From an optimization exercise on the open Yosys and OpenROAD flow, aimed at small area, a short achievable clock period and few clock cycles per item; shortcuts taken in it are not production practice.
Where RTL was checked, it was by simulation tests only, not by an equivalence proof against the original.
No activity file was given, so power comes from the tool's default toggle rates.

Setup of v10:
// dsha256_ce
module dsha256_ce (
    input  wire        clk,
    input  wire        rst_n,       
    input  wire        cmd_valid,
    output wire        cmd_ready,
    input  wire [15:0] cmd,
    output wire        rsp_valid,
    input  wire        rsp_ready,
    output wire        rsp_err,
    output wire [31:0] rsp_data
);
Size: roughly 5700 cells after synthesis, ~55 I/O pins, about 66000 sq um of cells after synthesis.
clock: 10.0 ns
lec_check: 0
cap_margin: 20
core_margin: 2
core_utilization: 40
setup_slack_margin: 4
slew_margin: 20
run.sh (not shown) runs the stock make flow with config.mk's settings and CLKGATE_MAP_FILE= SYNTH_SCRIPT=/design/flow/synth_recipe.tcl, a recipe that flattens the netlist after the stock synthesis.
Testbench counts of v10, summed over its fixed seeds: cycles 49,215, messages 193.
### v10 -> v6
- changing SETUP_SLACK_MARGIN from 4 to 5
- setting CTS_BUF_LIST to sky130_fd_sc_hd__clkbuf_8 for the first time
- setting CTS_CLUSTER_SIZE to 30 for the first time
Findings:
- Diff v6 and v10: average wire per standard cell lower in v6
- Between v6 and v10, it is v6 whose global-route wire length before repair is higher, by 2.3%.
- In the flow results for v6 and v10, the power share of the clock group is larger on v10.
- v6 vs v10 on data required time at the worst endpoint: v6 is the higher one.
- Relative to v10, the register fraction of the total cell area of v6 is lower by 1.2 points.
- When the final numbers for v6 and v10 were put side by side, the fraction of power consumed by combinational cells turned out to be smaller in v10.
Here is what was changed in the inputs of v48 compared with v6.
- CTS_CLUSTER_SIZE no longer set, was 30
- CTS_BUF_LIST no longer set, was sky130_fd_sc_hd__clkbuf_8
[summary]
- v6: no failed stages, no open violations at the end
- v48 did not stop at any stage, and its layout met the timing, DRC and antenna checks.
- The filler cell count in the final layout in v48 was lower than what v6 gave.
- v48 vs v6: design area up in v48
- Gate count of the mapped netlist: v6 vs v48 — no meaningful difference


## cedar
dsha256_ce, a different RTL version from the one above (not shown whole).
Size in the first run: ~5,400 cells after synthesis, ~1,200 flip-flops.
## dsha256_ce
module dsha256_ce (
    input  wire        clk,
    input  wire        rst_n,       
    input  wire        cmd_valid,
    output wire        cmd_ready,
    input  wire [15:0] cmd,
    output wire        rsp_valid,
    input  wire        rsp_ready,
    output wire        rsp_err,
    output wire [31:0] rsp_data
);
Settings: LEC_CHECK=0, CAP_MARGIN=20, CORE_MARGIN=2, CORE_UTILIZATION=55, SETUP_SLACK_MARGIN=5, SLEW_MARGIN=20; clock period 10.0 ns.
Setup changes, cedar to indigo
diff --git a/flow/config.mk b/flow/config.mk
--- a/flow/config.mk
+++ b/flow/config.mk
@@ -9,3 +9,3 @@
 export CORE_MARGIN = 2
-export CORE_UTILIZATION = 55
+export CORE_UTILIZATION = 40
 export SETUP_SLACK_MARGIN = 5
--- outcome ---
- Compared with cedar, in indigo async set-or-reset flop fraction in the synthesized netlist now sits at about the same level; number of gates on the worst path with buffers counted now sits lower; buffering stage count on the worst path with inverters included now sits lower; fraction of area in multi-input gates now sits lower; worst hold slack now sits at about the same level.
- indigo: all stages complete, timing, DRC and antenna checks passed
- In indigo, the non-clock buffer share of cell area came out 0.34 points above the value in cedar.
No run of this note included a check of the RTL's function; only the layout flow was run.


Setup of amber:
dsha256_ce, a different RTL version from the one above (not shown whole).
Size in the first run: ~5500 cells after synthesis, roughly 1200 flip-flops, roughly 62000 um^2 of cells after synthesis.
make LEC_CHECK=0 CAP_MARGIN=20 CORE_MARGIN=2 CORE_UTILIZATION=65 CTS_BUF_LIST=sky130_fd_sc_hd__clkbuf_8 CTS_CLUSTER_DIAMETER=60 CTS_CLUSTER_SIZE=12 SETUP_SLACK_MARGIN=5 SLEW_MARGIN=20 finish   # period 10.0 ns
Testbench counts of amber, summed over its fixed seeds: cycles 49,432, messages 193.
What tundra does differently from amber at the input level:
# amber
export LEC_CHECK = 0
export CAP_MARGIN = 20
export CORE_MARGIN = 2
export CORE_UTILIZATION = 65
export CTS_BUF_LIST = sky130_fd_sc_hd__clkbuf_8
export CTS_CLUSTER_DIAMETER = 60
export CTS_CLUSTER_SIZE = 12
export SETUP_SLACK_MARGIN = 5
export SLEW_MARGIN = 20
create_clock -name core_clock -period 10.0 [get_ports {clk}]
# tundra
export LEC_CHECK = 0
export CAP_MARGIN = 20
export CORE_MARGIN = 2
export CORE_UTILIZATION = 55
export CTS_BUF_LIST = sky130_fd_sc_hd__clkbuf_8
export CTS_CLUSTER_DIAMETER = 80
export CTS_CLUSTER_SIZE = 15
export SETUP_SLACK_MARGIN = 5
export SLEW_MARGIN = 20
create_clock -name core_clock -period 10.0 [get_ports {clk}]
## What came out
Slowest stage cell on the critical path = sky130_fd_sc_hd__edfxtp_1: amber; slowest stage cell on the critical path = sky130_fd_sc_hd__or4b_4: tundra
Overall power of the completed layout: tundra lower than amber
Reported for amber and tundra, max-cap check violation count turned out identical to the last digit.
Wire length on met2 in tundra is about 3.3% above amber.
Relative to tundra, the following input files were edited for yarrow:
# tundra
export LEC_CHECK = 0
export CAP_MARGIN = 20
export CORE_MARGIN = 2
export CORE_UTILIZATION = 55
export CTS_BUF_LIST = sky130_fd_sc_hd__clkbuf_8
export CTS_CLUSTER_DIAMETER = 80
export CTS_CLUSTER_SIZE = 15
export SETUP_SLACK_MARGIN = 5
export SLEW_MARGIN = 20
create_clock -name core_clock -period 10.0 [get_ports {clk}]
# yarrow
export LEC_CHECK = 0
export CAP_MARGIN = 20
export CORE_MARGIN = 2
export CORE_UTILIZATION = 65
export CTS_BUF_LIST = sky130_fd_sc_hd__clkbuf_8
export CTS_CLUSTER_DIAMETER = 80
export CTS_CLUSTER_SIZE = 15
export SETUP_SLACK_MARGIN = 5
export SLEW_MARGIN = 20
create_clock -name core_clock -period 10.0 [get_ports {clk}]
### Flow results
Every stage of the flow completed for yarrow, and the final layout passed the timing, DRC and antenna checks.
Looking at the reports, tundra completed the entire flow and the layout it produced met the timing, DRC and antenna checks.
Setup slack: yarrow more than tundra
Of tundra and yarrow, the lower number of buffers created by CTS belongs to yarrow.
Comparing yarrow with tundra, the layout cell share with drive strength beyond 1 came out essentially unchanged.
Looking at number of buffers other than clock buffers in the final layout across tundra and yarrow, the one that comes out lower is tundra.
Going from tundra to yarrow, first-pass GRT wire length lower; via count now sits higher; worst slack after detailed placement up 0.13 ns.


dsha256_ce, a different RTL version from the one above (not shown whole).
For scale: roughly 5600 cells after synthesis, roughly 55 I/O pins.
export LEC_CHECK = 0
export CAP_MARGIN = 20
export CORE_MARGIN = 2
export CORE_UTILIZATION = 40
export SETUP_SLACK_MARGIN = 5
export SLEW_MARGIN = 20
create_clock -name core_clock -period 10.0 [get_ports {clk}]
Testbench counts at the start, summed over its fixed seeds: cycles 49,432, messages 193.
==> next run, changes <==
CORE_UTILIZATION = 55   (was 40)
CTS_BUF_LIST = sky130_fd_sc_hd__clkbuf_8   (was unset)
CTS_CLUSTER_DIAMETER = 80   (was unset)
CTS_CLUSTER_SIZE = 15   (was unset)
Effect: The new run passed the timing, DRC and antenna checks. Worst hold slack gets worse by 6.8 ps. Setup slack loses 32 ps. Die area shrinks by about 27%. Area after synthesis is unchanged. Sequential cell count is unchanged. Synthesized cell count is unchanged. Clock power went down by about 50%.


## the reference run
dsha256_ce, a different RTL version from the one above (not shown whole).
Size in the first run: about 5700 cells after synthesis, roughly 55 I/O pins, about 0.065 sq mm of cells after synthesis.
Settings: LEC_CHECK=0, CAP_MARGIN=20, CORE_MARGIN=2, CORE_UTILIZATION=40, SETUP_SLACK_MARGIN=4.5, SLEW_MARGIN=20; clock period 10.0 ns.
[inputs] the trial run vs the reference run
Settings: SETUP_SLACK_MARGIN changed from 4.5 to 5.
Diff the reference run and the trial run: switching component of the power higher in the reference run. Looking at start point of the critical path, the ve[12] result is from the trial run; the ve[26] one comes from the reference run. In the reports for the reference run and the trial run, the smaller signed area change from the synthesized netlist to the final layout belongs to the reference run. On sequential share of layout area: between the reference run and the trial run, it ends up lower for the trial run. The trial run reports a lower time the final worst path needs with I/O delays and setup than the reference run does. Compared with the reference run, the trial run shows met1 routing resource usage after global routing higher by 0.86 points. Higher number of non-filler instances in the completed layout was reported by the trial run, not the reference run. Lower number of clock buffers inserted by TritonCTS among the reference run and the trial run: the trial run.
No functional check of the RTL was part of any run of this note.

port drivers added, routing unchanged:
No port has a modelled driver above. Below, the same layouts with a new extraction and two added sets of constraints.
Step 1 sets driving cells, clkbuf_16 on the clock port and buf_2 on the other inputs (assumed; they add their load-dependent delay and slew).
Step 2 times the ports against the registers' clock, not the clock port: input delays grow and output delays shrink by t, the midpoint of the rising clock arrivals with the driver on.
Slacks: no drivers / after step 1 / after step 2; pairs: no drivers / after step 1.
run	shift t [ns]	setup WS [ns]	worst setup path at the end	slew at the worst register clock pin (ns)	worst data-port slew with drivers (ns)
v10	0.849	4.209 / 4.209 / 3.848	input to register	0.07 / 0.07	0.04
v6	1.035	4.848 / 4.848 / 4.121	input to register	0.07 / 0.07	0.04
v48	0.858	4.796 / 4.796 / 4.248	input to register	0.07 / 0.07	0.04
cedar	0.828	4.861 / 4.861 / 4.376	input to register	0.07 / 0.07	0.04
indigo	0.855	4.896 / 4.896 / 4.314	input to register	0.07 / 0.07	0.03
amber	0.911	5.004 / 5.004 / 4.360	input to register	0.09 / 0.09	0.04
tundra	0.877	4.938 / 4.938 / 4.309	input to register	0.11 / 0.11	0.04
yarrow	0.889	4.969 / 4.969 / 4.395	input to register	0.12 / 0.12	0.04
the first run of note 4	0.870	4.882 / 4.882 / 4.140	input to register	0.07 / 0.07	0.04
the second run of note 4	0.871	4.851 / 4.851 / 4.013	input to register	0.12 / 0.12	0.10
the reference run	0.847	4.358 / 4.358 / 4.132	input to register	0.07 / 0.07	0.04
the trial run	0.836	4.459 / 4.459 / 4.281	input to register	0.08 / 0.08	0.04
After both steps setup and hold are still met in every run listed. For the second run of note 4, which loses most, drivers alone change the setup slack by 0.000 ns; drivers and shift together by -0.838 ns.
